This is an optimization exercise on Yosys and OpenROAD, whose aim is small area, a short achievable clock period and few clock cycles, not a production implementation. No run shown here included a check of the RTL's function; only the layout flow was run. Power is estimated from default activity; no workload was simulated.

### design/flow/config.mk
export PLATFORM = sky130hd
export DESIGN_NAME = lep_crc16
export DESIGN_NICKNAME = lep_crc16
export VERILOG_FILES = /design/flow/design.v
export SDC_FILE = /design/flow/constraint.sdc
export NUM_CORES = 4
export LEC_CHECK = 0
export CAP_MARGIN = 20
export CORE_MARGIN = 2
export CORE_UTILIZATION = 55
export CTS_BUF_LIST = sky130_fd_sc_hd__clkbuf_4 sky130_fd_sc_hd__clkbuf_8
export PLACE_DENSITY = 0.65
export SETUP_SLACK_MARGIN = 3.4
export SLEW_MARGIN = 20
### design/flow/constraint.sdc
create_clock -name core_clock -period 8.0 [get_ports {clk}]
set_input_delay 1.6000 -clock core_clock [delete_from_list [all_inputs] [get_ports {clk}]]
set_output_delay 1.6000 -clock core_clock [all_outputs]
set_load 0.01 [all_outputs]
### design/flow/design.v
module lep_crc16 (
    input  wire        clk,
    input  wire        rst,
    input  wire        host_req,
    input  wire        host_we,
    input  wire [11:0] host_addr,
    input  wire [31:0] host_wdata,
    output wire [31:0] host_rdata,
    output wire        host_ready,
    output wire        mem_re,
    output wire        mem_we,
    output wire [9:0]  mem_addr,
    output reg  [3:0]  mem_be,
    output wire [31:0] mem_wdata,
    input  wire [31:0] mem_rdata
);
    localparam [9:0] R_CMD        = 10'h000;
    localparam [9:0] R_STATUS     = 10'h001;
    localparam [9:0] R_CTRL       = 10'h002;
    localparam [9:0] R_SRC_ADDR   = 10'h003;
    localparam [9:0] R_SRC_LEN    = 10'h004;
    localparam [9:0] R_DST_ADDR   = 10'h005;
    localparam [9:0] R_DST_CAP    = 10'h006;
    localparam [9:0] R_OUT_LEN    = 10'h007;
    localparam [9:0] R_CRC_CFG    = 10'h008;
    localparam [9:0] R_CRC_STATE  = 10'h009;
    localparam [9:0] R_CRC_RESULT = 10'h00A;
    localparam [2:0] OP_NOP     = 3'd0;
    localparam [2:0] OP_INIT    = 3'd1;
    localparam [2:0] OP_UPDATE  = 3'd2;
    localparam [2:0] OP_BYTE    = 3'd3;
    localparam [2:0] OP_COMPUTE = 3'd4;
    localparam [2:0] OP_STORE   = 3'd5;
    localparam [2:0] OP_VERIFY  = 3'd6;
    localparam [2:0] OP_DNP3    = 3'd7;
    localparam [3:0] E_OK        = 4'd0;
    localparam [3:0] E_INV_ARG   = 4'd2;
    localparam [3:0] E_BUF_SMALL = 4'd4;
    localparam [3:0] E_NOT_SUPP  = 4'd5;
    localparam [3:0] E_CHECKSUM  = 4'd8;
    localparam [3:0] E_OOB       = 4'd10;
    function [15:0] s8_0(input [15:0] x);
        begin
            s8_0[0] = ^{x[0], x[1], x[2], x[3], x[4], x[5], x[6], x[7], x[8]};
            s8_0[1] = x[9];
            s8_0[2] = x[10];
            s8_0[3] = x[11];
            s8_0[4] = x[12];
            s8_0[5] = x[13];
            s8_0[6] = ^{x[0], x[14]};
            s8_0[7] = ^{x[0], x[1], x[15]};
            s8_0[8] = ^{x[1], x[2]};
            s8_0[9] = ^{x[2], x[3]};
            s8_0[10] = ^{x[3], x[4]};
            s8_0[11] = ^{x[4], x[5]};
            s8_0[12] = ^{x[5], x[6]};
            s8_0[13] = ^{x[6], x[7]};
            s8_0[14] = ^{x[0], x[1], x[2], x[3], x[4], x[5], x[6]};
            s8_0[15] = ^{x[0], x[1], x[2], x[3], x[4], x[5], x[6], x[7]};
        end
    endfunction
    function [15:0] s16_0(input [15:0] x);
        begin
            s16_0[0] = ^{x[0], x[1], x[3], x[4], x[5], x[6], x[7], x[8], x[9], x[10], x[11], x[12], x[13], x[14], x[15]};
            s16_0[1] = ^{x[2], x[3]};
            s16_0[2] = ^{x[3], x[4]};
            s16_0[3] = ^{x[4], x[5]};
            s16_0[4] = ^{x[5], x[6]};
            s16_0[5] = ^{x[6], x[7]};
            s16_0[6] = ^{x[7], x[8]};
            s16_0[7] = ^{x[8], x[9]};
            s16_0[8] = ^{x[9], x[10]};
            s16_0[9] = ^{x[10], x[11]};
            s16_0[10] = ^{x[11], x[12]};
            s16_0[11] = ^{x[12], x[13]};
            s16_0[12] = ^{x[0], x[13], x[14]};
            s16_0[13] = ^{x[1], x[14], x[15]};
            s16_0[14] = ^{x[1], x[2], x[3], x[4], x[5], x[6], x[7], x[8], x[9], x[10], x[11], x[12], x[13], x[14]};
            s16_0[15] = ^{x[0], x[2], x[3], x[4], x[5], x[6], x[7], x[8], x[9], x[10], x[11], x[12], x[13], x[14], x[15]};
        end
    endfunction
    function [15:0] s8_1(input [15:0] x);
        begin
            s8_1[0] = ^{x[0], x[4], x[8]};
            s8_1[1] = ^{x[1], x[5], x[9]};
            s8_1[2] = ^{x[2], x[6], x[10]};
            s8_1[3] = ^{x[0], x[3], x[7], x[11]};
            s8_1[4] = ^{x[1], x[12]};
            s8_1[5] = ^{x[2], x[13]};
            s8_1[6] = ^{x[3], x[14]};
            s8_1[7] = ^{x[0], x[4], x[15]};
            s8_1[8] = ^{x[0], x[1], x[5]};
            s8_1[9] = ^{x[1], x[2], x[6]};
            s8_1[10] = ^{x[2], x[3], x[7]};
            s8_1[11] = x[3];
            s8_1[12] = ^{x[0], x[4]};
            s8_1[13] = ^{x[1], x[5]};
            s8_1[14] = ^{x[2], x[6]};
            s8_1[15] = ^{x[3], x[7]};
        end
    endfunction
    function [15:0] s16_1(input [15:0] x);
        begin
            s16_1[0] = ^{x[4], x[5], x[8], x[12]};
            s16_1[1] = ^{x[5], x[6], x[9], x[13]};
            s16_1[2] = ^{x[6], x[7], x[10], x[14]};
            s16_1[3] = ^{x[0], x[7], x[8], x[11], x[15]};
            s16_1[4] = ^{x[0], x[1], x[4], x[5], x[9]};
            s16_1[5] = ^{x[1], x[2], x[5], x[6], x[10]};
            s16_1[6] = ^{x[0], x[2], x[3], x[6], x[7], x[11]};
            s16_1[7] = ^{x[0], x[1], x[3], x[4], x[7], x[8], x[12]};
            s16_1[8] = ^{x[0], x[1], x[2], x[4], x[5], x[8], x[9], x[13]};
            s16_1[9] = ^{x[1], x[2], x[3], x[5], x[6], x[9], x[10], x[14]};
            s16_1[10] = ^{x[2], x[3], x[4], x[6], x[7], x[10], x[11], x[15]};
            s16_1[11] = ^{x[0], x[3], x[7], x[11]};
            s16_1[12] = ^{x[0], x[1], x[4], x[8], x[12]};
            s16_1[13] = ^{x[1], x[2], x[5], x[9], x[13]};
            s16_1[14] = ^{x[2], x[3], x[6], x[10], x[14]};
            s16_1[15] = ^{x[3], x[4], x[7], x[11], x[15]};
        end
    endfunction
    function [15:0] s8_2(input [15:0] x);
        begin
            s8_2[0] = ^{x[3], x[4], x[5], x[8]};
            s8_2[1] = ^{x[0], x[4], x[5], x[6], x[9]};
            s8_2[2] = ^{x[0], x[1], x[5], x[6], x[7], x[10]};
            s8_2[3] = ^{x[0], x[1], x[2], x[3], x[4], x[5], x[6], x[7], x[11]};
            s8_2[4] = ^{x[0], x[1], x[2], x[6], x[7], x[12]};
            s8_2[5] = ^{x[1], x[2], x[4], x[5], x[7], x[13]};
            s8_2[6] = ^{x[0], x[2], x[4], x[6], x[14]};
            s8_2[7] = ^{x[1], x[3], x[5], x[7], x[15]};
            s8_2[8] = ^{x[2], x[3], x[5], x[6]};
            s8_2[9] = ^{x[0], x[3], x[4], x[6], x[7]};
            s8_2[10] = ^{x[0], x[1], x[3], x[7]};
            s8_2[11] = ^{x[1], x[2], x[3], x[5]};
            s8_2[12] = ^{x[0], x[2], x[3], x[4], x[6]};
            s8_2[13] = ^{x[0], x[1], x[3], x[4], x[5], x[7]};
            s8_2[14] = ^{x[1], x[2], x[3], x[6]};
            s8_2[15] = ^{x[2], x[3], x[4], x[7]};
        end
    endfunction
    function [15:0] s16_2(input [15:0] x);
        begin
            s16_2[0] = ^{x[1], x[5], x[6], x[7], x[11], x[12], x[13]};
            s16_2[1] = ^{x[0], x[2], x[6], x[7], x[8], x[12], x[13], x[14]};
            s16_2[2] = ^{x[0], x[1], x[3], x[7], x[8], x[9], x[13], x[14], x[15]};
            s16_2[3] = ^{x[0], x[2], x[4], x[5], x[6], x[7], x[8], x[9], x[10], x[11], x[12], x[13], x[14], x[15]};
            s16_2[4] = ^{x[3], x[8], x[9], x[10], x[14], x[15]};
            s16_2[5] = ^{x[1], x[4], x[5], x[6], x[7], x[9], x[10], x[12], x[13], x[15]};
            s16_2[6] = ^{x[0], x[1], x[2], x[8], x[10], x[12], x[14]};
            s16_2[7] = ^{x[1], x[2], x[3], x[9], x[11], x[13], x[15]};
            s16_2[8] = ^{x[0], x[1], x[2], x[3], x[4], x[5], x[6], x[7], x[10], x[11], x[13], x[14]};
            s16_2[9] = ^{x[0], x[1], x[2], x[3], x[4], x[5], x[6], x[7], x[8], x[11], x[12], x[14], x[15]};
            s16_2[10] = ^{x[2], x[3], x[4], x[8], x[9], x[11], x[15]};
            s16_2[11] = ^{x[0], x[1], x[3], x[4], x[6], x[7], x[9], x[10], x[11], x[13]};
            s16_2[12] = ^{x[1], x[2], x[4], x[5], x[7], x[8], x[10], x[11], x[12], x[14]};
            s16_2[13] = ^{x[0], x[2], x[3], x[5], x[6], x[8], x[9], x[11], x[12], x[13], x[15]};
            s16_2[14] = ^{x[3], x[4], x[5], x[9], x[10], x[11], x[14]};
            s16_2[15] = ^{x[0], x[4], x[5], x[6], x[10], x[11], x[12], x[15]};
        end
    endfunction
    localparam [15:0] RES_0 = 16'h0000;
    localparam [15:0] RES_1 = 16'hF0B8;
    localparam [15:0] RES_2 = 16'h66C5;
    function [15:0] crc_init(input [1:0] v);
        crc_init = v[1] ? 16'h0000 : 16'hFFFF;
    endfunction
    function [15:0] crc_xorout(input [1:0] v);
        crc_xorout = (v == 2'd0) ? 16'h0000 : 16'hFFFF;
    endfunction
    reg [3:0]  status_err;
    reg [1:0]  ctrl;
    reg [31:0] src_addr, src_len, dst_addr, dst_cap;
    reg [12:0] out_len;
    reg [1:0]  crc_var;
    reg [15:0] crc_c;
    wire [15:0] crc_result = crc_c ^ crc_xorout(crc_var);
    reg        s_idle;     
    reg        s_exec;     
    reg        s_run;      
    reg        o_nop, o_init, o_upd, o_byte, o_cmp, o_sto, o_ver, o_dnp, o_strm;
    reg [1:0]  evar;       
    reg        xbad;       
    reg [15:0] w_crc;      
    reg [31:0] win;        
    reg [2:0]  kw;         
    reg        wlast;      
    reg        wbfin;      
    reg        wv;         
    reg        half;       
    reg [23:0] prev;       
    reg        rv1;        
    reg        primed;     
    reg [12:0] remf;       
    reg [1:0]  blk;        
    reg [9:0]  rd_ptr;     
    reg [9:0]  wa;         
    reg [1:0]  pp;         
    reg [1:0]  st;         
    reg [23:0] ow;         
    reg        crcph;      
    reg        crcfin;     
    reg        flush;      
    reg        vph;        
    wire [9:0] reg_idx   = host_addr[11:2];
    wire       idle      = s_idle;
    wire       cmd_write = host_req && host_we && (reg_idx == R_CMD);
    reg        rsv;
    wire       addr_hz = (host_addr[11:6] == 6'd0);
    reg [31:0] rd_lo;
    always @(*) begin
        case (host_addr[5:2])
            4'd1:    rd_lo = {28'd0, status_err};
            4'd2:    rd_lo = {30'd0, ctrl};
            4'd3:    rd_lo = src_addr;
            4'd4:    rd_lo = src_len;
            4'd5:    rd_lo = dst_addr;
            4'd6:    rd_lo = dst_cap;
            4'd7:    rd_lo = {19'd0, out_len};
            4'd8:    rd_lo = {30'd0, crc_var};
            4'd9:    rd_lo = {16'd0, crc_c};
            4'd10:   rd_lo = {16'd0, crc_result};
            default: rd_lo = 32'd0;
        endcase
    end
    assign host_rdata = rd_lo & {32{!rsv}};
    wire [2:0] d_op     = host_wdata[2:0];
    wire       d_known  = (host_wdata[7:3] == 5'd0);
    wire       d_hasvar = (d_op == OP_INIT) || (d_op == OP_COMPUTE) || (d_op == OP_VERIFY);
    wire       d_badbit = (host_wdata[31:24] != 8'd0) || (host_wdata[15:10] != 6'd0) ||
                          ((d_op != OP_BYTE) && (host_wdata[23:16] != 8'd0)) ||
                          (!d_hasvar && (host_wdata[9:8] != 2'd0));
    wire       d_badvar = d_hasvar && (host_wdata[9:8] == 2'd3);
    wire        src_hz  = (src_addr[31:13] == 19'd0) && (src_len[31:13] == 19'd0);
    wire        dst_hz  = (dst_addr[31:13] == 19'd0) && (dst_cap[31:13] == 19'd0);
    wire [13:0] ssum    = {1'b0, src_addr[12:0]} + {1'b0, src_len[12:0]};
    wire [13:0] dsum    = {1'b0, dst_addr[12:0]} + {1'b0, dst_cap[12:0]};
    wire        src_ok  = src_hz && (ssum <= 14'd4096);
    wire        src2_ok = src_hz && (ssum <= 14'd4094);
    wire        dst_ok  = dst_hz && (dsum <= 14'd4096);
    wire        cap_lt2 = (dst_cap[31:1] == 31'd0);
    wire        empty   = (src_len == 32'd0);
    function [12:0] dnp_len(input [12:0] n);
        dnp_len = n + {3'd0, n[12:4], 1'b0} + {11'd0, (n[3:0] != 4'd0), 1'b0};
    endfunction
    reg  [12:0] dnp_m;
    wire        dnp_fits = (dnp_m <= dst_cap[12:0]);
    wire [3:0] d_err = !d_known ? E_NOT_SUPP : (d_badbit || d_badvar) ? E_INV_ARG : E_OK;
    reg f_src_ok, f_src2_ok, f_dst_ok, f_cap_lt2, f_empty, f_fits;
    always @(posedge clk) begin
        f_src_ok  <= src_ok;
        f_src2_ok <= src2_ok;
        f_dst_ok  <= dst_ok;
        f_cap_lt2 <= cap_lt2;
        f_empty   <= empty;
        f_fits    <= dnp_fits;
    end
    wire exec = s_exec;
    reg [3:0] rerr;
    always @(*) begin
        rerr = E_OK;
        if ((o_upd || o_cmp) && !f_src_ok) rerr = E_OOB;
        if (o_ver && !f_src2_ok) rerr = E_OOB;
        if (o_sto) rerr = !f_dst_ok ? E_OOB : f_cap_lt2 ? E_BUF_SMALL : E_OK;
        if (o_dnp) rerr = (!f_src_ok || !f_dst_ok) ? E_OOB : !f_fits ? E_BUF_SMALL : E_OK;
    end
    wire xdone = xbad || (rerr != E_OK) || o_nop || o_init || o_byte ||
                 ((o_upd || o_cmp || o_dnp) && f_empty);
    wire [1:0] lo = src_addr[1:0];
    wire k4   = (kw == 3'd4);
    wire k2   = (kw == 3'd2) || ((kw == 3'd3) && !half);
    wire hsel = half;
    wire [15:0] x0  = w_crc ^ win[15:0];
    wire [15:0] y0  = s16_0(x0);
    wire [15:0] y1  = s16_1(x0);
    wire [15:0] y2  = s16_2(x0);
    wire [15:0] z0  = s16_0(y0 ^ win[31:16]);
    wire [15:0] z1  = s16_1(y1 ^ win[31:16]);
    wire [15:0] z2  = s16_2(y2 ^ win[31:16]);
    wire [15:0] x1  = w_crc ^ {8'd0, (hsel ? win[23:16] : win[7:0])};
    wire [15:0] u0  = s8_0(x1);
    wire [15:0] u1  = s8_1(x1);
    wire [15:0] u2  = s8_2(x1);
    wire k1  = !k4 && !k2;
    wire sv0 = (evar == 2'd0);
    wire sv1 = (evar == 2'd1);
    wire sv2 = evar[1];
    wire [15:0] eng = ({16{sv0 && k4}} & z0) | ({16{sv0 && k2}} & y0) | ({16{sv0 && k1}} & u0) |
                      ({16{sv1 && k4}} & z1) | ({16{sv1 && k2}} & y1) | ({16{sv1 && k1}} & u1) |
                      ({16{sv2 && k4}} & z2) | ({16{sv2 && k2}} & y2) | ({16{sv2 && k1}} & u2);
    wire [15:0] res = evar[1] ? RES_2 : (evar[0] ? RES_1 : RES_0);
    wire cons_en  = wv && !crcph && !flush && !vph && (s_run || (s_exec && !xbad));
    wire consumed = cons_en && !((kw == 3'd3) && !half);
    wire formed   = rv1 && o_strm && !s_idle && (remf != 13'd0) && (primed || (lo == 2'd0));
    reg  [31:0] fun;
    always @(*) begin
        case (lo)
            2'd0: fun = mem_rdata;
            2'd1: fun = {mem_rdata[7:0],  prev[23:0]};
            2'd2: fun = {mem_rdata[15:0], prev[23:8]};
            default: fun = {mem_rdata[23:0], prev[23:16]};
        endcase
    end
    wire        dcons    = consumed && o_dnp;
    wire        item_now = dcons || crcph;
    wire [2:0]  ki       = crcph ? 3'd2 : kw;
    wire [31:0] item     = crcph ? {16'd0, ~w_crc} : win;
    reg  [31:0] rot;
    always @(*) begin
        case (pp)
            2'd0: rot = item;
            2'd1: rot = {item[23:0], item[31:24]};
            2'd2: rot = {item[15:0], item[31:16]};
            default: rot = {item[7:0], item[31:8]};
        endcase
    end
    wire [3:0]  psum     = {2'b00, pp} + {1'b0, ki};
    wire        wcomp    = (kw == 3'd4) || ((pp == 2'd3) && (kw != 3'd0)) ||
                           ((pp == 2'd2) && (kw >= 3'd2)) || ((pp == 2'd1) && (kw == 3'd3));
    wire        complete = crcph ? pp[1] : wcomp;
    wire [31:0] merged   = {rot[31:24],
                            (pp <= 2'd2) ? rot[23:16] : ow[23:16],
                            (pp <= 2'd1) ? rot[15:8]  : ow[15:8],
                            (pp == 2'd0) ? rot[7:0]   : ow[7:0]};
    wire        wr_now   = (crcph && pp[1]) || (dcons && wcomp) || flush;
    wire        fin_item = crcph && crcfin;
    wire stall  = o_dnp && wbfin && consumed && formed;
    wire rd_now = !wr_now && !stall;
    assign mem_re    = rd_now;
    assign mem_we    = wr_now;
    assign mem_addr  = wr_now ? wa : rd_ptr;
    assign mem_wdata = merged;
    always @(*) begin
        mem_be[0] = (st == 2'd0) && (!flush || (pp != 2'd0));
        mem_be[1] = (st <= 2'd1) && (!flush || (pp >= 2'd2));
        mem_be[2] = (st <= 2'd2) && (!flush || (pp == 2'd3));
        mem_be[3] = !flush;
    end
    wire done_exec = s_exec && xdone;
    wire done_run  = s_run &&
                     ((consumed && wlast && (o_upd || o_cmp)) || vph || flush ||
                      (fin_item && (pp == 2'd2)));
    wire done      = done_exec || done_run;
    assign host_ready = done || (s_idle && (host_we ? (reg_idx != R_CMD) : (addr_hz || rsv)));
    wire src_wr = s_idle && host_req && host_we && (reg_idx == R_SRC_ADDR);
    always @(posedge clk) begin
        rv1 <= rd_now;
        if (rv1) prev <= mem_rdata[31:8];
        rsv <= !rst && s_idle && host_req && !host_we && !addr_hz && !rsv;
        if (rst)
            rd_ptr <= 10'd0;
        else if (s_idle)
            rd_ptr <= cmd_write ? rd_ptr + 10'd1 : src_wr ? host_wdata[11:2] : src_addr[11:2];
        else if (done)
            rd_ptr <= src_addr[11:2];
        else if (rd_now)
            rd_ptr <= rd_ptr + 10'd1;
        if (rst) begin
            s_idle     <= 1'b1;
            s_exec     <= 1'b0;
            s_run      <= 1'b0;
            status_err <= E_OK;
            ctrl       <= 2'b11;
            src_addr   <= 32'd0;
            src_len    <= 32'd0;
            dst_addr   <= 32'd0;
            dst_cap    <= 32'd0;
            out_len    <= 13'd0;
            crc_var    <= 2'd0;
            crc_c      <= 16'hFFFF;
            dnp_m      <= 13'd0;
            crcph      <= 1'b0;
            flush      <= 1'b0;
        end else if (s_idle) begin
            if (host_req && host_we) begin
                case (reg_idx)
                    R_CTRL:      ctrl     <= host_wdata[1:0];
                    R_SRC_ADDR:  src_addr <= host_wdata;
                    R_SRC_LEN:   begin
                                     src_len  <= host_wdata;
                                     dnp_m    <= dnp_len(host_wdata[12:0]);
                                 end
                    R_DST_ADDR:  dst_addr <= host_wdata;
                    R_DST_CAP:   dst_cap  <= host_wdata;
                    R_CRC_CFG:   if (host_wdata[1:0] != 2'd3) crc_var <= host_wdata[1:0];
                    R_CRC_STATE: crc_c    <= host_wdata[15:0];
                    default: ;
                endcase
            end
            if (cmd_write) begin
                s_idle     <= 1'b0;
                s_exec     <= 1'b1;
                status_err <= d_err;
                if ((d_err == E_OK) && (d_op == OP_INIT)) begin
                    crc_var <= host_wdata[9:8];
                    crc_c   <= crc_init(host_wdata[9:8]);
                end
            end
            o_nop  <= (d_op == OP_NOP);
            o_init <= (d_op == OP_INIT);
            o_upd  <= (d_op == OP_UPDATE);
            o_byte <= (d_op == OP_BYTE);
            o_cmp  <= (d_op == OP_COMPUTE);
            o_sto  <= (d_op == OP_STORE);
            o_ver  <= (d_op == OP_VERIFY);
            o_dnp  <= (d_op == OP_DNP3);
            o_strm <= (d_op == OP_UPDATE) || (d_op == OP_COMPUTE) || (d_op == OP_VERIFY) ||
                      (d_op == OP_DNP3);
            evar   <= ((d_op == OP_UPDATE) || (d_op == OP_BYTE)) ? crc_var :
                      (d_op == OP_DNP3) ? 2'd2 : host_wdata[9:8];
            xbad   <= (d_err != E_OK);
            w_crc  <= ((d_op == OP_COMPUTE) || (d_op == OP_VERIFY)) ? crc_init(host_wdata[9:8]) :
                      (d_op == OP_DNP3) ? 16'h0000 : (d_op == OP_STORE) ? ~crc_result : crc_c;
            win[7:0] <= host_wdata[23:16];
            kw     <= 3'd1;
            wlast  <= 1'b1;
            half   <= 1'b0;
            wv     <= (d_op == OP_BYTE);
            primed <= 1'b0;
            remf   <= src_len[12:0] + ((d_op == OP_VERIFY) ? 13'd2 : 13'd0);
            blk    <= 2'd0;
            wa     <= dst_addr[11:2];
            pp     <= dst_addr[1:0];
            st     <= dst_addr[1:0];
            crcph  <= 1'b0;
            crcfin <= 1'b0;
            flush  <= 1'b0;
            vph    <= 1'b0;
        end else begin
            if (s_exec && !xbad) begin
                if (rerr != E_OK) status_err <= rerr;
                else if (f_empty) begin
                    if (o_cmp) begin
                        crc_var <= evar;
                        crc_c   <= crc_init(evar);
                    end
                    if (o_dnp) out_len <= 13'd0;
                end
            end
            if (s_exec && o_sto && !xdone) begin
                crcph  <= 1'b1;
                crcfin <= 1'b1;
            end
            if (rv1 && o_strm && !primed && (lo != 2'd0)) primed <= 1'b1;
            if (formed) begin
                win   <= fun;
                kw    <= (remf >= 13'd4) ? 3'd4 : remf[2:0];
                wlast <= (remf <= 13'd4);
                wbfin <= (blk == 2'd3) || (remf <= 13'd4);
                blk   <= blk + 2'd1;
                remf  <= (remf <= 13'd4) ? 13'd0 : remf - 13'd4;
            end
            wv <= formed || (wv && !consumed);
            if (cons_en) half <= (kw == 3'd3) && !half;
            if (cons_en || crcph) w_crc <= eng & {16{cons_en}};
            if (consumed) begin
                if (wlast && (o_upd || o_cmp || o_byte)) begin
                    crc_c      <= eng;
                    crc_var    <= evar;
                end
                if (wlast && o_ver) vph <= 1'b1;
                if (o_dnp && wbfin) begin
                    crcph  <= 1'b1;
                    crcfin <= wlast;
                end
            end
            if (item_now) begin
                pp <= psum[1:0];
                if (complete) begin
                    st <= 2'd0;
                    wa <= wa + 10'd1;
                    ow <= rot[23:0];
                end else begin
                    ow <= merged[23:0];
                end
            end
            if (crcph) begin
                crcph <= 1'b0;
                if (fin_item && (pp != 2'd2)) flush <= 1'b1;
            end
            if (flush) flush <= 1'b0;
            if ((fin_item && (pp == 2'd2)) || flush)
                out_len <= o_dnp ? dnp_m : 13'd2;
            if (vph) status_err <= (w_crc == res) ? E_OK : E_CHECKSUM;
            if (s_exec && !xdone) begin
                s_exec <= 1'b0;
                s_run  <= 1'b1;
            end
            if (done) begin
                s_idle <= 1'b1;
                s_exec <= 1'b0;
                s_run  <= 1'b0;
            end
        end
    end
endmodule
### design/flow/run.sh
#!/bin/bash
# synth_recipe.tcl (not shown) runs the flow's synth.tcl, then flattens the netlist and writes it again
# the make line also repeats each setting of config.mk as NAME=value (left out here)
make -C /OpenROAD-flow-scripts/flow DESIGN_CONFIG=/design/flow/config.mk WORK_HOME=/design/flow/orfs CLKGATE_MAP_FILE= SYNTH_SCRIPT=/design/flow/synth_recipe.tcl finish
==> results of run 1 <==
-- worst reg2reg max path, stage by stage (launching register included) --
cell       delay (ns)
edfxtp_1         0.57
xnor2_4          0.41
xor2_4           0.40
xor3_2           0.58
xor3_2           0.36
xor2_2           0.23
xnor2_1          0.37
xnor2_2          0.21
xor2_1           0.22
xnor2_1          0.16
a2111oi_4        0.49
o22ai_1          0.16
-- kinds of logic after synthesis --
logic type | Yosys count | synth area share (%)
AOI/OAI and AO/OA | 733 | 18.5
DFF | 347 | 34.0
muxes | 89 | 5.40
xor gates and xnor gates | 453 | 18.9
and+or+nand+nor | 916 | 16.0
adders and majority gates | 68 | 3.56
buffers and inverters | 241 | 3.70
-- area by class of cell --
type	instances	area, um^2	area share, %
well taps	592	741	2.48
clock buffers	90	1150	3.85
diodes	3	7.51	0.0251
flip-flops and latches	347	8430	28.2
multi-input cells	2262	16200	54.1
repair buffers	295	2970	9.92
inverters	61	236	0.791
clock inverters	20	185	0.619
-- cell usage after synthesis, types with 24 or more instances --
master | instances | area (um^2)
ha_1 | 64 | 801
xor2_1 | 118 | 1030
nor4_1 | 40 | 250
clkbuf_1 | 151 | 567
o21ai_0 | 110 | 551
xnor2_1 | 276 | 2420
a22oi_1 | 60 | 450
nor2_1 | 167 | 627
dfxtp_1 | 200 | 4000
nand3_1 | 44 | 220
mux2i_1 | 38 | 380
o22ai_1 | 33 | 206
inv_1 | 59 | 221
a21oi_1 | 313 | 1570
a211oi_1 | 32 | 240
nand2_1 | 507 | 1900
mux4_2 | 34 | 766
and3_1 | 24 | 150
edfxtp_1 | 147 | 4410
nor3_1 | 45 | 225
-- how the worst min path moves through the flow --
stage,startpoint,endpoint,slack [ns]
after floorplan,status_err[0],status_err[0],0.44
after global placement,dst_addr[21],dst_addr[21],0.45
after global routing,src_addr[26],src_addr[26],0.50
after detailed placement,dst_addr[13],dst_addr[13],0.46
after CTS,dst_addr[13],dst_addr[13],0.47
final,src_len[27],src_len[27],0.48
-- registers in the layout, summed over array words and instances, names as in the netlist, 3 cells and up --
register    cells
out_len        13
dst_addr       32
win            32
w_crc          16
src_len        31
kw              3
ow             24
crc_c          16
src_addr       32
rd_ptr         10
remf           13
dst_cap        32
prev           24
wa             10
status_err      4
dnp_m          13
-- power groups by stage --
stage               clock network (W)  logic (W)  registers, W
floorplan                           0    0.00319       0.00193
CTS                           0.00181    0.00423       0.00191
detailed placement                  0    0.00409       0.00195
global placement                    0    0.00408       0.00195
finish                        0.00181    0.00435       0.00191
global route                  0.00189    0.00455       0.00192
-- per-stage QoR --
stage	area (um^2)	hold slack [ns]	setup WS [ns]	std cells
final	29900	0.475	3.18	3670
after global placement	26700	0.453	1.69	3453
after CTS	29500	0.472	3.32	3646
after global routing	29900	0.495	3.15	3668
after floorplan	24800	0.436	3.38	2847
after detailed placement	26700	0.464	1.64	3453
-- layer usage --
metal | vias to the layer above | global-route usage (%) | part of all wire [%]
li1 | 10600 | - | -
met1 | 11400 | 47.9 | 36
met2 | 1514 | 64.6 | 46
met3 | 404 | 6.64 | 9.6
met4 | 0 | 26.5 | 8.5
met5 | - | 0 | 0
-- repair_timing --
item,in CTS,in global routing
resized for setup,261,71
endpoints found under the setup margin,89,62
gates cloned,10,1
setup buffers,73,19
pin swaps,58,27
==> impl_results.md, run 1 <==
* Fraction of registers with async set or reset after synthesis at 0%
* Clk buf depth at 3
* Most frequent cells in the layout: nand2_1, a21oi_1, xnor2_1
* Yosys cell types at 80
* Syn_area_per_cell at about 8.7 um^2
* TritonCTS clock tree: yes
* Combinational power share at 53.8%
* Hold Crit Class: reg2reg
* CTS sink cnt at about 350
* Dpl hpwl at 65600 um
* Vias per cell at 6.50
* Initial antenna violation count at 3
* H-tree depth at 2
* Largest delay share family, worst path: compound AO/OA/AOI/OAI gates
* Crit path depth at 10
* Most common cell after layout, fill and taps aside: nand2_1
* Sw Ratio at 40.1%
* Post-Synthesis Cells at 2847
* Cts hold-fix bufs at 0
* WP buf/inv at 6
* Setup TNS at 0 ns
* DRT iter0 DRCs at 3292
* CP Capture Type: output pin
* DR vias at ~24000
* Seq/Total Area, Yosys at 34.0%
* P&R area growth vs syn at 20.7%
* Port Buffer Count at 158
* Final setup vio count at 0
* Post-synth EDFFs at 147
* CP Launch Point: host_addr[5]
* Worst reg2reg endpoint: w_crc[13]
* Vias in the first global route at 23100
* Synth warnings at 1
* Fillers at 3650
* Clock slew at reported path FFs at 0.06 ns
* Endpoints failing hold at 0
* Skew-Pair Late Insertion Delay at around 0.69 ns
* Starting Density at 55.9%
* Pwr dens at approximately 270 nW/um^2
* Util after Layout at 67.5%
* Worst r2r path cells at 11
* P_sw at 0.00324 W
* Hold Path Depth at 2
* Crit Path Max Fanout at 3
* Clock Power Share at between 20% and 30%
* Slew margin rel. at 32.2%
* Startpoint Class: input port
* Placer's final routability congestion estimate at 1.00
* Die area at 46700 um^2
* Maximum vdd drop at 0.481 mV
* WL/cell at 25.8 um
* Final Slew Violations at 0
* Seq pwr share at 23.7%
* R2R Path Start: win[5]
* Io pins at 161
* CTS buffer count at 59
* Int Power at 0.00483 W
* Unrepaired setup endpoints after global routing: yes
* Syn Nets at roughly 3000
* Die span in y at 216 um
* Final Critical Period at 4.82 ns
* Yosys reg bits at about 350
* Layout cell share with drive strength beyond 1 at 16.0%
* Leak Pwr at 11.0 nW
* Antenna Nets Post-Route at 0
* Max incr delay on CP at roughly 0.54 ns
* DIE WIDTH at 216 um
* Final Skew at ~0.071 ns
* Achievable Freq at 208 MHz
* DRC Markers at 0
* Detailed Routing Iterations Pass 1 at 7
* Worst setup endpoint: host_rdata[0]
* # nets final at 3174
* Worst path slowest cell: a222oi_1
* Total wire length at roughly 95000 um
* Worst R2R Setup Slack at 3.50 ns
* Ys flop type: dfxtp_1
* Status: timing/DRC/antenna clean
* Critical path data required time at 6.40 ns
* Critical path data arrival time at 3.22 ns
* Mapped cell area at 24800 um^2
* Largest net degree at the start of global routing at 105
* Grt ovf at 0
* Global Route Usage Sum at 39.5%
* Core area at 44300 um^2
* Core Rows at between 70 and 80
* Period utilisation layout at 60.2%
* Root Driver: clkbuf_8
* Worst Tran Pin Value at between 1 and 1.5 ns
* First-pass GRT wire length at around 140000 um
* Worst-path cell chain: buf_12, nand2b_4, buf_6, buf_12, nor2_4, buf_6, buf_6, a222oi_1, a31oi_4, buf_6
* Max-cap viol count at 0
* Most used cell, CP: buf_6
* Setup CP Type: in2out
* Tot Pwr at 0.00807 W
==> inputs of run 2 (changes only) <==
--- a/design/flow/design.v
+++ b/design/flow/design.v
@@ -205,25 +205,23 @@
     wire [9:0] reg_idx   = host_addr[11:2];
     wire       idle      = s_idle;
     wire       cmd_write = host_req && host_we && (reg_idx == R_CMD);
-    reg        rsv;
-    wire       addr_hz = (host_addr[11:6] == 6'd0);
-    reg [31:0] rd_lo;
-    always @(*) begin
-        case (host_addr[5:2])
-            4'd1:    rd_lo = {28'd0, status_err};
-            4'd2:    rd_lo = {30'd0, ctrl};
-            4'd3:    rd_lo = src_addr;
-            4'd4:    rd_lo = src_len;
-            4'd5:    rd_lo = dst_addr;
-            4'd6:    rd_lo = dst_cap;
-            4'd7:    rd_lo = {19'd0, out_len};
-            4'd8:    rd_lo = {30'd0, crc_var};
-            4'd9:    rd_lo = {16'd0, crc_c};
-            4'd10:   rd_lo = {16'd0, crc_result};
-            default: rd_lo = 32'd0;
-        endcase
-    end
-    assign host_rdata = rd_lo & {32{!rsv}};
+    wire [10:1] rsel;
+    genvar gi;
+    generate
+        for (gi = 1; gi <= 10; gi = gi + 1) begin : g_rsel
+            assign rsel[gi] = (reg_idx == gi);
+        end
+    endgenerate
+    assign host_rdata = ({32{rsel[1]}}  & {28'd0, status_err}) |
+                        ({32{rsel[2]}}  & {30'd0, ctrl}) |
+                        ({32{rsel[3]}}  & src_addr) |
+                        ({32{rsel[4]}}  & src_len) |
+                        ({32{rsel[5]}}  & dst_addr) |
+                        ({32{rsel[6]}}  & dst_cap) |
+                        ({32{rsel[7]}}  & {19'd0, out_len}) |
+                        ({32{rsel[8]}}  & {30'd0, crc_var}) |
+                        ({32{rsel[9]}}  & {16'd0, crc_c}) |
+                        ({32{rsel[10]}} & {16'd0, crc_result});
     wire [2:0] d_op     = host_wdata[2:0];
     wire       d_known  = (host_wdata[7:3] == 5'd0);
     wire       d_hasvar = (d_op == OP_INIT) || (d_op == OP_COMPUTE) || (d_op == OP_VERIFY);
@@ -240,10 +238,8 @@
     wire        dst_ok  = dst_hz && (dsum <= 14'd4096);
     wire        cap_lt2 = (dst_cap[31:1] == 31'd0);
     wire        empty   = (src_len == 32'd0);
-    function [12:0] dnp_len(input [12:0] n);
-        dnp_len = n + {3'd0, n[12:4], 1'b0} + {11'd0, (n[3:0] != 4'd0), 1'b0};
-    endfunction
-    reg  [12:0] dnp_m;
+    wire [12:0] dnp_m    = src_len[12:0] + {3'd0, src_len[12:4], 1'b0} +
+                           {11'd0, (src_len[3:0] != 4'd0), 1'b0};
     wire        dnp_fits = (dnp_m <= dst_cap[12:0]);
     wire [3:0] d_err = !d_known ? E_NOT_SUPP : (d_badbit || d_badvar) ? E_INV_ARG : E_OK;
     reg f_src_ok, f_src2_ok, f_dst_ok, f_cap_lt2, f_empty, f_fits;
@@ -315,8 +311,7 @@
         endcase
     end
     wire [3:0]  psum     = {2'b00, pp} + {1'b0, ki};
-    wire        wcomp    = (kw == 3'd4) || ((pp == 2'd3) && (kw != 3'd0)) ||
-                           ((pp == 2'd2) && (kw >= 3'd2)) || ((pp == 2'd1) && (kw == 3'd3));
+    wire        wcomp    = ({2'b00, pp} + {1'b0, kw}) >= 4'd4;
     wire        complete = crcph ? pp[1] : wcomp;
     wire [31:0] merged   = {rot[31:24],
                             (pp <= 2'd2) ? rot[23:16] : ow[23:16],
@@ -341,12 +336,11 @@
                      ((consumed && wlast && (o_upd || o_cmp)) || vph || flush ||
                       (fin_item && (pp == 2'd2)));
     wire done      = done_exec || done_run;
-    assign host_ready = done || (s_idle && (host_we ? (reg_idx != R_CMD) : (addr_hz || rsv)));
+    assign host_ready = done || (s_idle && (!host_we || (reg_idx != R_CMD)));
     wire src_wr = s_idle && host_req && host_we && (reg_idx == R_SRC_ADDR);
     always @(posedge clk) begin
         rv1 <= rd_now;
         if (rv1) prev <= mem_rdata[31:8];
-        rsv <= !rst && s_idle && host_req && !host_we && !addr_hz && !rsv;
         if (rst)
             rd_ptr <= 10'd0;
         else if (s_idle)
@@ -368,7 +362,6 @@
             out_len    <= 13'd0;
             crc_var    <= 2'd0;
             crc_c      <= 16'hFFFF;
-            dnp_m      <= 13'd0;
             crcph      <= 1'b0;
             flush      <= 1'b0;
         end else if (s_idle) begin
@@ -376,10 +369,7 @@
                 case (reg_idx)
                     R_CTRL:      ctrl     <= host_wdata[1:0];
                     R_SRC_ADDR:  src_addr <= host_wdata;
-                    R_SRC_LEN:   begin
-                                     src_len  <= host_wdata;
-                                     dnp_m    <= dnp_len(host_wdata[12:0]);
-                                 end
+                    R_SRC_LEN:   src_len  <= host_wdata;
                     R_DST_ADDR:  dst_addr <= host_wdata;
                     R_DST_CAP:   dst_cap  <= host_wdata;
                     R_CRC_CFG:   if (host_wdata[1:0] != 2'd3) crc_var <= host_wdata[1:0];
--- a/design/flow/config.mk
+++ b/design/flow/config.mk
@@ -9,6 +9,6 @@
 export CORE_MARGIN = 2
 export CORE_UTILIZATION = 55
 export CTS_BUF_LIST = sky130_fd_sc_hd__clkbuf_4 sky130_fd_sc_hd__clkbuf_8
-export PLACE_DENSITY = 0.65
+export PLACE_DENSITY = 0.7
 export SETUP_SLACK_MARGIN = 3.4
 export SLEW_MARGIN = 20
==> run 2 against run 1 <==
Net effect:
- die area down 2.1%
- fmax down 8.4%
- first-iteration DRC count down 11%
- combinational power up 2%
- core utilization up 0.24 points
- largest power group unchanged
- still clean
- critical endpoint is now host_rdata[6]
==> impl_results.md, run 2 <==
* Die span in y at between 200 and 250 um
* Most frequent cells in the layout: nand2_1, a21oi_1, xnor2_1
* Critical path data arrival time at 3.66 ns
* Clk buf depth at 3
* Unrepaired setup endpoints after global routing: yes
* Vias per cell at 6.52
* Largest net degree at the start of global routing at 93
* Ys flop type: dfxtp_1
* Post-synthesis adder-cell area fraction at 3.69%
* Post-synth top area cell: edfxtp_1
* Syn_area_per_cell at 8.77 um^2
* WHS at around 0.48 ns
* Fraction of registers with async set or reset after synthesis at 0%
* Die area at 45800 um^2
* Critical path data required time at 6.40 ns
* Pwr dens at approximately 280 nW/um^2
* Tot Pwr at 0.00809 W
* Startpoint Class: input port
* Clock slew at reported path FFs at 0.06 ns
* Max-cap viol count at 0
* CTS buffer count at 57
* Register area at 8170 um^2
* Core Rows at 76
* H-tree depth at 2
* Detailed Routing Iterations Pass 1 at 7
* Antenna Nets Post-Route at 0
* Post-Synthesis Cells at 2764
* # nets final at 3088
* Crit Path Max Fanout at 7
* Final Skew at 0.0520 ns
* Top cells by count, synth: nand2_1, a21oi_1, xnor2_1
* Area of the multi-input gates at 16100 um^2
* Worst Tran Pin Value at between 1 and 1.5 ns
* Largest family of logic cells by synthesized area: XOR/XNOR gates
* CTS sink cnt at 334
* Post-Synth XOR/XNOR Area at 19.1%
* Syn Nets at about 3000
* Cts hold-fix bufs at 0
* DRC Markers at 0
* Status: timing/DRC/antenna clean
* Global Route Usage Sum at 39.1%
* Period utilisation layout at between 60 and 70%
* First-pass GRT wire length at around 140000 um
* DR vias at 23300
* Setup CP Type: in2out
* Vias in the first global route at around 22000
* Synth area leaders: edfxtp_1, dfxtp_1, xnor2_1, nand2_1, a21oi_1
* Final setup vio count at 0
* Port Buffer Count at 158
* Complex-gate fraction of the synthesized area at 18.4%
* Mapped cell area at 24200 um^2
* Synth warnings at 1
* Hold Crit Class: reg2reg
* Share of the synthesized area in the top cell type at 18.2%
* Post-synth EDFFs at 147
* Maximum vdd drop at 0.465 mV
* Skew-Pair Late Insertion Delay at 0.68 ns
* Slew margin rel. at 26.9%
* Yosys cell types at 74
* Yosys reg bits at 334
* Setup TNS at 0 ns
* Final Slew Violations at 0
* Dpl hpwl at about 67000 um
* Count leader, synth: nand2_1
* Total wire length at 93600 um
* Most common cell after layout, fill and taps aside: nand2_1
* DIE WIDTH at approximately 210 um
* Util after Layout at 67.7%
* Endpoints failing hold at 0
* Io pins at 161
* Seq/Total Area, Yosys at roughly 34%
* Root Driver: clkbuf_8
* Starting Density at 56.0%
* Placer's final routability congestion estimate at 1.01
* Initial antenna violation count at 1
* CP Capture Type: output pin
* Leak Pwr at 10.8 nW
* Achievable Freq at 190 MHz
* Layout cell share with drive strength beyond 1 at 17.4%
* Core area at 43300 um^2
* TritonCTS clock tree: yes
* P&R area growth vs syn at 20.9%
* WL/cell at 26.2 um
* Simple-Gate Fraction of Synth Area at 15.9%
* DRT iter0 DRCs at just under 3000
* Fillers at around 3400
* Final Critical Period at 5.26 ns
* Grt ovf at 0
* Multiplexer share of the synthesized area at 5.37%
==> run 2: changes by cell type after synthesis, sizes merged, moves of 12 or more <==
cell / delta
a22oi: +13
nor3b: +13
nand3: +21
nand2: -71
o21ai: -14
inv: +12
dfxtp: -13
==> run 2: timing repair <==
item                       CTS  global route
gates cloned                 5             2
pin swaps                   34            36
buffers inserted            41            43
resized for setup          249            95
setup endpoints to repair   92            60
==> run 2: critical path, cell delays in order <==
cell and delay [ns]:
buf_6 0.09, or4_4 0.52, or3b_4 0.43, buf_6 0.14
or3_4 0.46, nor2_2 0.10, a21oi_1 0.04, nand3_1 0.12
buf_2 0.15
==> run 2: cell type report <==
type	count	area share (%)
antenna	1	0.00854
multi-input combinational	2186	54.8
timing repair buffer	287	9.27
inverter	73	0.935
clock inverter	16	0.730
sequential	334	27.9
clock buffer	89	3.84
tap	585	2.50
==> run 2: layer usage <==
layer	GRT usage, %	vias up	routed length (um)
met5	0	-	0
met4	26.5	0	7400
met3	6.53	427	8950
met2	63.7	1549	43300
met1	47.8	11000	33900
li1	-	10300	-
==> run 2: worst paths after layout <==
kind	startpoint	end	slack [ns]	cells past startpoint
worst max-delay path	host_addr[8]	host_rdata[6]	2.74	9
worst min-delay path	dst_addr[13]	dst_addr[13]	0.48	2
worst max register to register	win[10]	w_crc[4]	3.47	10
worst min register to register	dst_addr[13]	dst_addr[13]	0.48	2
==> run 2: cells by family after synthesis <==
logic type	count (synthesis)
buffers and inverters	246
and+or+nand+nor	870
AOI/OAI and AO/OA	716
muxes	84
xor gates and xnor gates	445
adders and majority gates	69
DFF	334
==> run 2: through the flow <==
step	instances	worst slack, ns	cell area (um^2)
after floorplan	2764	3.03	24400
after global placement	3373	1.55	26300
after detailed placement	3373	1.50	26300
after CTS	3524	2.76	28400
after global routing	3570	2.69	29300
final	3571	2.74	29300
==> run 2: where the power goes <==
group	switching, W	internal [W]	leakage, nW
registers	0.0000439	0.00181	2.95
logic	0.00252	0.00191	7.10
clock network	0.000755	0.00106	0.711
total	0.00332	0.00477	10.8
==> inputs of run 3 (changes only) <==
--- a/design/flow/config.mk
+++ b/design/flow/config.mk
@@ -9,6 +9,6 @@
 export CORE_MARGIN = 2
 export CORE_UTILIZATION = 55
 export CTS_BUF_LIST = sky130_fd_sc_hd__clkbuf_4 sky130_fd_sc_hd__clkbuf_8
-export PLACE_DENSITY = 0.7
+export PLACE_DENSITY = 0.65
 export SETUP_SLACK_MARGIN = 3.4
 export SLEW_MARGIN = 20
==> run 3 against run 2 <==
Net effect:
- still clean on timing, DRC and antenna
- synthesized area is the same
- critical path depth grew 1
- sequential cell count unchanged
- critical endpoint is now host_rdata[15]
- largest cell class unchanged
==> impl_results.md, run 3 <==
* Ys flop type: dfxtp_1
* Initial antenna violation count at 0
* DRT iter0 DRCs at 3167
* Layout cell share with drive strength beyond 1 at 16.5%
* Share of the synthesized area in the top cell type at between 10% and 20%
* Synth area leaders: edfxtp_1, dfxtp_1, xnor2_1, nand2_1, a21oi_1
* Worst Tran Pin Value at 1.03 ns
* Post-synth EDFFs at about 150
* WHS at around 0.47 ns
* R2R Path Start: w_crc[8]
* P&R area growth vs syn at 19.3%
* Final Slew Violations at 0
* Fillers at ~3600
* Unrepaired setup endpoints after global routing: yes
* TritonCTS clock tree: yes
* Setup CP Type: in2out
* Achievable Freq at 191 MHz
* Crit Path Max Fanout at 16
* Dpl hpwl at approximately 65000 um
* Area of placed instances at 26300 um^2
* Grt ovf at 0
* Critical path data arrival time at around 3.6 ns
* Final Critical Period at about 5.2 ns
* Final setup vio count at 0
* Syn_area_per_cell at 8.77 um^2
* Yosys reg bits at 334
* Worst r2r path cells at 12
* Final Skew at 0.0486 ns
* CTS buffer count at 56
* Startpoint Class: input port
* Skew-Pair Late Insertion Delay at 0.68 ns
* Leak Pwr at around 11 nW
* Syn Nets at 2913
* Non-Filler Cell Area, Final at 28900 um^2
* Fraction of registers with async set or reset after synthesis at 0%
* Setup ws final at 2.76 ns
* Die area at 45800 um^2
* DR vias at between 20000 and 25000
* DRC Markers at 0
* CP Launch Point: host_addr[8]
* Register area at between 8000 and 9000 um^2
* Core Rows at 76
* Cts hold-fix bufs at 0
* Clk buf depth at 3
* Clock slew at reported path FFs at 0.06 ns
* Starting Density at 56.0%
* Global Route Usage Sum at 38.5%
* WL/cell at 25.5 um
* Most frequent cells in the layout: nand2_1, a21oi_1, xnor2_1
* Die span in y at 214 um
* Mapped cell area at 24200 um^2
* CTS sink cnt at 334
* Vias in the first global route at 21800
* Port Buffer Count at 158
* Maximum vdd drop at 0.453 mV
* Most common cell after layout, fill and taps aside: nand2_1
* Largest net degree at the start of global routing at 90
* Count leader, synth: nand2_1
* DIE WIDTH at 214 um
* Period utilisation layout at 65.5%
* Hold Crit Class: reg2reg
* Critical path data required time at 6.40 ns
* Core area at 43300 um^2
* Antenna Nets Post-Route at 0
* Area of the multi-input gates at 15800 um^2
* Top cells by count, synth: nand2_1, a21oi_1, xnor2_1
* Tot Pwr at 0.00786 W
* Vias per cell at 6.44
* Status: timing/DRC/antenna clean
* Dpl ws at between 1 and 1.5 ns
* Max-cap viol count at 0
* Synth warnings at 1
* CP Capture Type: output pin
* Worst setup endpoint: host_rdata[15]
* Io pins at 161
* Seq/Total Area, Yosys at about a third
* Total wire length at 91400 um
* H-tree depth at 2
* Worst reg2reg endpoint: w_crc[6]
* Detailed Routing Iterations Pass 1 at 8
* Post-synth top area cell: edfxtp_1
* Slew margin rel. at 30.6%
* # nets final at 3094
* Root Driver: clkbuf_8
* Worst R2R Setup Slack at 3.44 ns
* Setup TNS at 0 ns
* Endpoints failing hold at 0
* First-pass GRT wire length at 135000 um
* Yosys cell types at 74
* Placer's final routability congestion estimate at 0.975
* Post-Synthesis Cells at 2764
* Pwr dens at about 270 nW/um^2
[run 3: critical path, cell delays in order]
cell and delay (ns):
buf_6 0.09, or4_4 0.53, or3b_4 0.43, buf_4 0.16
buf_4 0.14, a21oi_4 0.14, buf_12 0.17, a21oi_1 0.08
nand3_1 0.14, buf_2 0.15
[run 3: worst min path at each step]
stage                        startpoint       endpoint  slack (ns)  depth (start not counted)
after floorplan           status_err[0]  status_err[0]        0.44                          2
after global routing        dst_cap[28]    dst_cap[28]        0.49                          2
after CTS                   dst_cap[27]    dst_cap[27]        0.47                          2
final                       dst_cap[27]    dst_cap[27]        0.47                          2
after global placement     src_addr[22]   src_addr[22]        0.46                          2
after detailed placement        ctrl[1]        ctrl[1]        0.46                          2
[run 3: stage by stage]
step | util [%] | std cells
6_report | 66.8 | 3578
5_1_grt | 66.8 | 3577
4_1_cts | 65.8 | 3547
3_5_place_dp | 60.9 | 3381
3_3_place_gp | 60.9 | 3381
2_1_floorplan | - | 2764
[run 3: metal layers]
metal  vias up  wire (um)  global-route usage (%)
li1      10300          -                       -
met1     10900      33600                    48.4
met2      1482      42200                    62.4
met3       355       9120                    5.98
met4         0       6470                    23.4
met5         -          0                       0
[run 3: repair_timing]
action                                 in CTS  in global routing
endpoints found under the hold margin       0                  0
buffers inserted                           57                 28
setup endpoints to repair                  89                 57
gates resized for setup                   236                 57
pin swaps                                  46                 16
gates cloned                                4                  1
[run 3: layout make-up]
cell class,instances,share of cell area [%]
Clock inverter,19,0.537
Clock buffer,86,3.73
Multi-Input combinational cell,2186,54.6
Inverter,73,0.948
Sequential cell,334,28.3
Antenna cell,1,0.00865
Timing Repair Buffer,294,9.42
Tap cell,585,2.53
[run 3: kinds of logic (layout without fill, tap and decap cells)]
kind of cell,Yosys count,in the layout,share of synthesized area (%)
AND/OR/NAND/NOR,870,872,15.9
AO/OA/AOI/OAI,716,716,18.4
XOR/XNOR,445,445,19.1
flip-flops,334,334,33.7
buffers and inverters,246,472,3.87
multiplexers,84,84,5.37
adder cells (fa/ha/maj),69,69,3.69
other,0,1,0
[run 3: where the power goes]
part | switching [W] | internal, W
logic | 0.00243 | 0.00190
registers | 0.0000434 | 0.00181
clock network | 0.000747 | 0.000926
total | 0.00322 | 0.00464
==> inputs of run 4 (changes only) <==
--- a/design/flow/design.v
+++ b/design/flow/design.v
@@ -205,23 +205,30 @@
     wire [9:0] reg_idx   = host_addr[11:2];
     wire       idle      = s_idle;
     wire       cmd_write = host_req && host_we && (reg_idx == R_CMD);
-    wire [10:1] rsel;
-    genvar gi;
-    generate
-        for (gi = 1; gi <= 10; gi = gi + 1) begin : g_rsel
-            assign rsel[gi] = (reg_idx == gi);
-        end
-    endgenerate
-    assign host_rdata = ({32{rsel[1]}}  & {28'd0, status_err}) |
-                        ({32{rsel[2]}}  & {30'd0, ctrl}) |
-                        ({32{rsel[3]}}  & src_addr) |
-                        ({32{rsel[4]}}  & src_len) |
-                        ({32{rsel[5]}}  & dst_addr) |
-                        ({32{rsel[6]}}  & dst_cap) |
-                        ({32{rsel[7]}}  & {19'd0, out_len}) |
-                        ({32{rsel[8]}}  & {30'd0, crc_var}) |
-                        ({32{rsel[9]}}  & {16'd0, crc_c}) |
-                        ({32{rsel[10]}} & {16'd0, crc_result});
+    reg        rsv;
+    reg  [3:0] raddr;
+    wire       addr_hz = (host_addr[11:6] == 6'd0);
+    wire       fast_hit = addr_hz && ((host_addr[5:2] == 4'd1) || (host_addr[5:2] == 4'd7) ||
+                                      (host_addr[5:2] == 4'd9) || (host_addr[5:2] == 4'd10));
+    wire [15:0] rd_fast = host_addr[5] ? (host_addr[3] ? {crc_result} : {crc_c}) :
+                                         (host_addr[3] ? {3'd0, out_len} : {12'd0, status_err});
+    reg [31:0] rd_slow;
+    always @(*) begin
+        case (raddr)
+            4'd1:    rd_slow = {28'd0, status_err};
+            4'd2:    rd_slow = {30'd0, ctrl};
+            4'd3:    rd_slow = src_addr;
+            4'd4:    rd_slow = src_len;
+            4'd5:    rd_slow = dst_addr;
+            4'd6:    rd_slow = dst_cap;
+            4'd7:    rd_slow = {19'd0, out_len};
+            4'd8:    rd_slow = {30'd0, crc_var};
+            4'd9:    rd_slow = {16'd0, crc_c};
+            4'd10:   rd_slow = {16'd0, crc_result};
+            default: rd_slow = 32'd0;
+        endcase
+    end
+    assign host_rdata = rsv ? rd_slow : {16'd0, rd_fast};
     wire [2:0] d_op     = host_wdata[2:0];
     wire       d_known  = (host_wdata[7:3] == 5'd0);
     wire       d_hasvar = (d_op == OP_INIT) || (d_op == OP_COMPUTE) || (d_op == OP_VERIFY);
@@ -336,11 +343,13 @@
                      ((consumed && wlast && (o_upd || o_cmp)) || vph || flush ||
                       (fin_item && (pp == 2'd2)));
     wire done      = done_exec || done_run;
-    assign host_ready = done || (s_idle && (!host_we || (reg_idx != R_CMD)));
+    assign host_ready = done || (s_idle && (host_we ? (reg_idx != R_CMD) : (fast_hit || rsv)));
     wire src_wr = s_idle && host_req && host_we && (reg_idx == R_SRC_ADDR);
     always @(posedge clk) begin
         rv1 <= rd_now;
         if (rv1) prev <= mem_rdata[31:8];
+        rsv   <= !rst && s_idle && host_req && !host_we && !fast_hit && !rsv;
+        raddr <= addr_hz ? host_addr[5:2] : 4'd0;
         if (rst)
             rd_ptr <= 10'd0;
         else if (s_idle)
--- a/design/flow/config.mk
+++ b/design/flow/config.mk
@@ -9,6 +9,6 @@
 export CORE_MARGIN = 2
 export CORE_UTILIZATION = 55
 export CTS_BUF_LIST = sky130_fd_sc_hd__clkbuf_4 sky130_fd_sc_hd__clkbuf_8
-export PLACE_DENSITY = 0.65
+export PLACE_DENSITY = 0.7
 export SETUP_SLACK_MARGIN = 3.4
 export SLEW_MARGIN = 20
==> run 4 against run 3 <==
Net effect:
- design area is 4.1% higher
- fmax increased by 10%
- combinational power is 8.3% lower
- core utilization shrank 0.80 points
- wire length up 8.4%
- setup slack improved by 0.49 ns
- sequential share of layout area decreased by 0.74 points
- sequential cell count increased by 5
- largest power group unchanged
- highest routed layer is now met5
==> impl_results.md, run 4 <==
* Largest net degree at the start of global routing at 94
* Starting Density at 55.9%
* Worst R2R Setup Slack at roughly 3.4 ns
* Core Rows at a little under 80
* Syn_area_per_cell at 8.69 um^2
* Global Route Usage Sum at 40.7%
* Worst Tran Pin Value at 1.20 ns
* Layout cell share with drive strength beyond 1 at 14.9%
* Die area at 48000 um^2
* CTS buffer count at 57
* Final Slew Violations at 0
* Dpl hpwl at approximately 70000 um
* Final setup vio count at 0
* Tot Pwr at 0.00756 W
* Critical path data arrival time at 3.15 ns
* Yosys reg bits at 339
* Ys flop type: dfxtp_1
* Skew-Pair Late Insertion Delay at 0.70 ns
* Dpl ws at 2.04 ns
* Initial antenna violation count at 1
* Post-synth EDFFs at ~150
* Endpoints failing hold at 0
* CTS sink cnt at 339
* Pwr dens at 251 nW/um^2
* Cts hold-fix bufs at 0
* WHS at between 0.4 and 0.5 ns
* P&R area growth vs syn at 18.2%
* Worst reg2reg endpoint: w_crc[0]
* Crit Path Max Fanout at 2
* Io pins at 161
* Grt ovf at 0
* Top cells by count, synth: nand2_1, a21oi_1, xnor2_1
* Worst path slowest cell: clkdlybuf4s50_1
* Status: timing/DRC/antenna clean
* Post-synth top area cell: edfxtp_1
* TritonCTS clock tree: yes
* Syn Nets at 3078
* Most common cell after layout, fill and taps aside: nand2_1
* Hold_sp: dst_cap[31]
* H-tree depth at 2
* Hold Path Depth at 2
* Fillers at ~3700
* First-pass GRT wire length at 146000 um
* Root Driver: clkbuf_8
* Fraction of registers with async set or reset after synthesis at 0%
* DR vias at about 24000
* Synth warnings at 1
* CP Capture Type: output pin
* DIE WIDTH at 219 um
* Total wire length at between 90000 and 100000 um
* Seq/Total Area, Yosys at 32.4%
* Synth area leaders: edfxtp_1, dfxtp_1, xnor2_1, nand2_1, a21oi_1
* Clk buf depth at 3
* Core area at between 40000 and 50000 um^2
* Final Critical Period at 4.75 ns
* Post-Synthesis Cells at 2929
* Max incr delay on CP at 0.42 ns
* # nets final at 3219
* DRT iter0 DRCs at 3245
* Critical path data required time at 6.40 ns
* Die span in y at 219 um
* Vias per cell at 6.56
* Count leader, synth: nand2_1
* DRC Markers at 0
* Detailed Routing Iterations Pass 1 at 8
* Worst r2r path cells at 12
* Achievable Freq at 211 MHz
* Hold Crit Class: reg2reg
* Clock slew at reported path FFs at about 0.060 ns
* WL/cell at 26.6 um
* Setup CP Type: in2out
* Unrepaired setup endpoints after global routing: yes
* R2R Path Start: w_crc[12]
* Leak Pwr at approximately 11 nW
* Antenna Nets Post-Route at 0
* Most frequent cells in the layout: nand2_1, a21oi_1, xnor2_1
* Yosys cell types at a little over 80
* Placer's final routability congestion estimate at ~1.0
* Maximum vdd drop at 0.467 mV
* Max-cap viol count at 0
* Vias in the first global route at 23300
* Setup ws final at 3.25 ns
* Mapped cell area at 25500 um^2
* Final Skew at between 0.03 and 0.04 ns
* Share of the synthesized area in the top cell type at between 15 and 20%
* Slew margin rel. at 18.7%
* Port Buffer Count at 158
* Worst-path cell chain: clkdlybuf4s50_1, nor2_2, nand3_2, or3_4, o41ai_2, o21bai_1, clkbuf_2
* WHS Endpoint: dst_cap[31]
* Startpoint Class: input port
* Period utilisation layout at roughly three fifths
* Setup TNS at 0 ns
==> run 4: logic make-up (layout without fill, tap and decap cells) <==
family	Yosys count	count (layout)	synth area share [%]
AND/OR/NAND/NOR	911	912	15.7
AO/OA/AOI/OAI	747	747	18.3
flip-flops	339	339	32.4
other	0	1	0
buffers and inverters	277	464	4.33
multiplexers	128	128	6.99
adder cells (fa/ha/maj)	69	69	3.51
XOR/XNOR	458	458	18.8
==> run 4: worst max-delay path: cells and delay by family <==
kind | cells | cell delay, ns
buf+inv | 2 | 0.56
simple gates | 3 | 0.65
compound gates | 2 | 0.34
==> run 4: cell type report <==
cell class	instances	area, um^2	share of cell area, %
clock buffer	84	1080	3.59
antenna	1	2.50	0.00831
clock inverter	22	163	0.540
tap	600	751	2.49
inverter	73	284	0.944
sequential	339	8280	27.5
timing repair buffer	285	2770	9.21
multi-input combinational	2314	16800	55.7
==> run 4: worst max path at each step <==
stage                 startpoint             end  slack, ns  cells after the start
finish              host_addr[9]      host_ready       3.25                      7
global route        host_addr[9]      host_ready       3.21                      7
CTS                 host_addr[2]      host_ready       3.22                      8
detailed placement         pp[1]      host_ready       2.04                      9
global placement           pp[1]      host_ready       2.07                      9
floorplan           host_addr[5]  host_rdata[10]       3.57                      5
==> run 4: per-stage QoR <==
stage                     instances  util (%)  area (um^2)
after floorplan                2929         -        25500
after global placement         3533      60.1        27400
after detailed placement       3533      60.1        27400
after CTS                      3702      65.4        29800
after global routing           3717      66.0        30100
final                          3718      66.0        30100
==> run 4: power by group <==
group          internal [W]  switching (W)  leakage [nW]
clock              0.000908       0.000796         0.663
sequential          0.00183      0.0000444          2.98
combinational       0.00172        0.00227          7.33
total               0.00445        0.00311          11.0
==> run 4: metal layers <==
metal	track usage [%]	routed length [um]	up-vias
met2	66.5	45400	1549
li1	-	-	10800
met4	26.1	7590	2
met3	7.08	9410	378
met5	0	11	-
met1	49.7	36600	11700
==> run 4: timing repair <==
action | 4_1_cts | 5_1_grt
endpoints found under the setup margin | 117 | 61
cloned | 6 | 0
pin swaps | 18 | 8
buffers inserted | 57 | 13
resized for setup | 150 | 64
==> inputs of run 5 (changes only) <==
--- a/design/flow/config.mk
+++ b/design/flow/config.mk
@@ -9,6 +9,6 @@
 export CORE_MARGIN = 2
 export CORE_UTILIZATION = 55
 export CTS_BUF_LIST = sky130_fd_sc_hd__clkbuf_4 sky130_fd_sc_hd__clkbuf_8
-export PLACE_DENSITY = 0.7
+export PLACE_DENSITY = 0.65
 export SETUP_SLACK_MARGIN = 3.4
 export SLEW_MARGIN = 20
==> run 5 against run 4 <==
Net effect:
- still clean
- fmax is 2.6% higher
- worst hold slack better by 0.0051 ns
- critical path depth is 2 higher
- first-iteration DRC count is 7.6% higher
- wire length is 3.5% higher
- core utilization is 0.052 points lower
- sequential power hardly changed
- global-route usage is 1.6 points higher
- critical path type is now reg2out
- critical endpoint is now mem_addr[0]
==> impl_results.md, run 5 <==
* Achievable Freq at 216 MHz
* Die area at 48000 um^2
* Initial antenna violation count at 3
* Critical path data required time at ~6.4 ns
* Grt ovf at 0
* Pwr dens at 252 nW/um^2
* Global Route Usage Sum at 42.3%
* H-tree depth at 2
* Vias per cell at 6.67
* CTS sink cnt at 339
* Final Critical Period at 4.62 ns
* Post-Synthesis Cells at 2929
* Status: timing/DRC/antenna clean
* Die span in y at 219 um
* Syn Nets at 3078
* Area of placed instances at 27400 um^2
* Worst R2R Setup Slack at 3.48 ns
* Syn_area_per_cell at 8.69 um^2
* DRC Markers at 0
* Util after Layout at 66.0%
* Leak Pwr at 10.9 nW
* Most frequent cells in the layout: nand2_1, a21oi_1, xnor2_1
* Worst r2r path cells at 12
* Io pins at 161
* Worst Tran Pin Value at 1.13 ns
* Clk buf depth at 3
* WHS at roughly 0.47 ns
* Worst reg2reg endpoint: w_crc[10]
* Root Driver: clkbuf_8
* Startpoint Class: register
* CP Launch Point: pp[1]
* Layout cell share with drive strength beyond 1 at 14.4%
* Final Skew at 0.0458 ns
* Setup ws final at around 3.4 ns
* Unrepaired setup endpoints after global routing: yes
* Synth area leaders: edfxtp_1, dfxtp_1, xnor2_1, nand2_1, a21oi_1
* Most common cell after layout, fill and taps aside: nand2_1
* Final Slew Violations at 0
* Hold Crit Class: reg2reg
* Critical path data arrival time at ~3.0 ns
* CP Capture Type: output pin
* Dpl ws at 1.99 ns
* Period utilisation layout at 57.8%
* Largest net degree at the start of global routing at 99
* Slew margin rel. at 24.2%
* First-pass GRT wire length at 151000 um
* DRT iter0 DRCs at 3493
* Ys flop type: dfxtp_1
* Post-synth EDFFs at around 150
* Count leader, synth: nand2_1
* Setup CP Type: reg2out
* Setup TNS at 0 ns
* Post-synth top area cell: edfxtp_1
* Fillers at 3622
* Seq/Total Area, Yosys at 32.4%
* P&R area growth vs syn at 18.1%
* Dpl hpwl at 73500 um
* Final setup vio count at 0
* Core area at 45600 um^2
* Max-cap viol count at 0
* Top cells by count, synth: nand2_1, a21oi_1, xnor2_1
* # nets final at 3199
* R2R Path Start: w_crc[12]
* Total wire length at 102000 um
* Share of the synthesized area in the top cell type at 17.3%
* Yosys cell types at 82
* Crit Path Max Fanout at 6
* Maximum vdd drop at 0.268 mV
* TritonCTS clock tree: yes
* Placer's final routability congestion estimate at 1.01
* Fraction of registers with async set or reset after synthesis at 0%
* Starting Density at between 50% and 60%
* Skew-Pair Late Insertion Delay at 0.69 ns
* DIE WIDTH at 219 um
* Non-Filler Cell Area, Final at between 30000 and 40000 um^2
* Detailed Routing Iterations Pass 1 at 8
* Endpoints failing hold at 0
* DR vias at 24700
* Worst setup endpoint: mem_addr[0]
* Clock slew at reported path FFs at 0.06 ns
* Mapped cell area at 25500 um^2
* Synth warnings at 1
* Vias in the first global route at 23700
* Yosys reg bits at 339
* Port Buffer Count at 158
* Core Rows at 78
* WL/cell at around 28 um
* Ant diodes at 0
* CTS buffer count at 58
* Antenna Nets Post-Route at 0
## run 5: where the power goes
part           leakage (nW)  internal [W]  switching (W)
clock network         0.745       0.00114       0.000798
registers              2.98       0.00183      0.0000437
logic                  7.15       0.00170        0.00207
total                  10.9       0.00467        0.00291
## run 5: how the worst min path moves through the flow
stage / start / slack [ns] / endpoint / depth (start not counted)
after floorplan: ctrl[1] / 0.44 / ctrl[1] / 2
after global placement: src_addr[14] / 0.45 / src_addr[14] / 2
after CTS: src_len[27] / 0.47 / src_len[27] / 2
after detailed placement: src_len[27] / 0.46 / src_len[27] / 2
final: src_len[26] / 0.47 / src_len[26] / 2
after global routing: src_addr[16] / 0.49 / src_addr[16] / 2
## run 5: kinds of logic (layout without fill, tap and decap cells)
group,Yosys count,count (layout),synth area share (%)
buf+inv,277,445,4.33
simple gates,911,912,15.7
fa+ha+maj,69,69,3.51
compound gates,747,747,18.3
xor+xnor,458,458,18.8
flops,339,339,32.4
mux,128,128,6.99
## run 5: critical path: stages (launching register included)
cell and delay, ns:
edfxtp_1 0.44, buf_12 0.17, ha_4 0.22, a311o_2 0.40
nand3_2 0.10, o211ai_1 0.10, buf_4 0.20, buf_8 0.17
mux2_2 0.28, dlygate4sd2_1 0.29
## run 5: layer usage
layer	wire, um	GRT usage [%]	vias up
li1	-	-	10700
met1	35800	50.0	11700
met2	47300	69.3	1815
met3	10600	8.37	451
met4	8710	29.0	0
met5	0	0	-
## run 5: final cells by class
class                      instances  area, um^2  share of cell area [%]
tap                              600         751                    2.50
clock inverter                    23         330                    1.10
multi-input combinational       2314       16700                    55.6
timing repair buffer             264        2620                    8.71
inverter                          73         280                   0.932
clock buffer                      85        1090                    3.64
sequential                       339        8280                    27.5
## run 5: timing repair
action,4_1_cts,5_1_grt
hold buffers,0,0
resized for setup,163,59
gates cloned,5,0
setup buffers,35,16
endpoints found under the setup margin,119,57
pin swaps,22,15
## run 5: through the flow
step	cells	power, W
floorplan	2929	0.00461
global placement	3533	0.00547
detailed placement	3533	0.00547
CTS	3681	0.00747
global route	3698	0.00783
finish	3698	0.00758

## static timing again, ports no longer ideal
Ports are ideal in the flow. The routed layouts listed here were re-timed in OpenROAD. Step 1 (the two cells are an assumption about what drives the block):
set clk [get_ports {clk}]
set_driving_cell -lib_cell sky130_fd_sc_hd__clkbuf_16 $clk
set_driving_cell -lib_cell sky130_fd_sc_hd__buf_2 [delete_from_list [all_inputs] $clk]
Step 2 times the ports against the registers' clock, not the clock port: input delays grow and output delays shrink by t, the midpoint of the rising clock arrivals with the driver on. Slacks: ideal ports / drivers / drivers and shift; pairs: ideal ports / drivers.
| run | t, ns | slack for setup (ns) | slew at the worst register clock pin (ns) | worst data-port slew with drivers (ns) |
|---|---|---|---|---|
| run 1 | 0.716 | 3.181 / 3.087 / 2.833 | 0.08 / 0.08 | 0.09 |
| run 2 | 0.712 | 2.740 / 2.706 / 2.706 | 0.07 / 0.07 | 0.10 |
| run 3 | 0.709 | 2.760 / 2.727 / 2.727 | 0.07 / 0.07 | 0.10 |
| run 4 | 0.738 | 3.254 / 3.221 / 2.910 | 0.08 / 0.08 | 0.10 |
| run 5 | 0.731 | 3.376 / 3.314 / 2.949 | 0.07 / 0.07 | 0.08 |
After both steps every run listed still meets setup and hold. For run 5, which loses most, drivers alone change the setup slack by -0.062 ns; drivers and shift together by -0.427 ns.
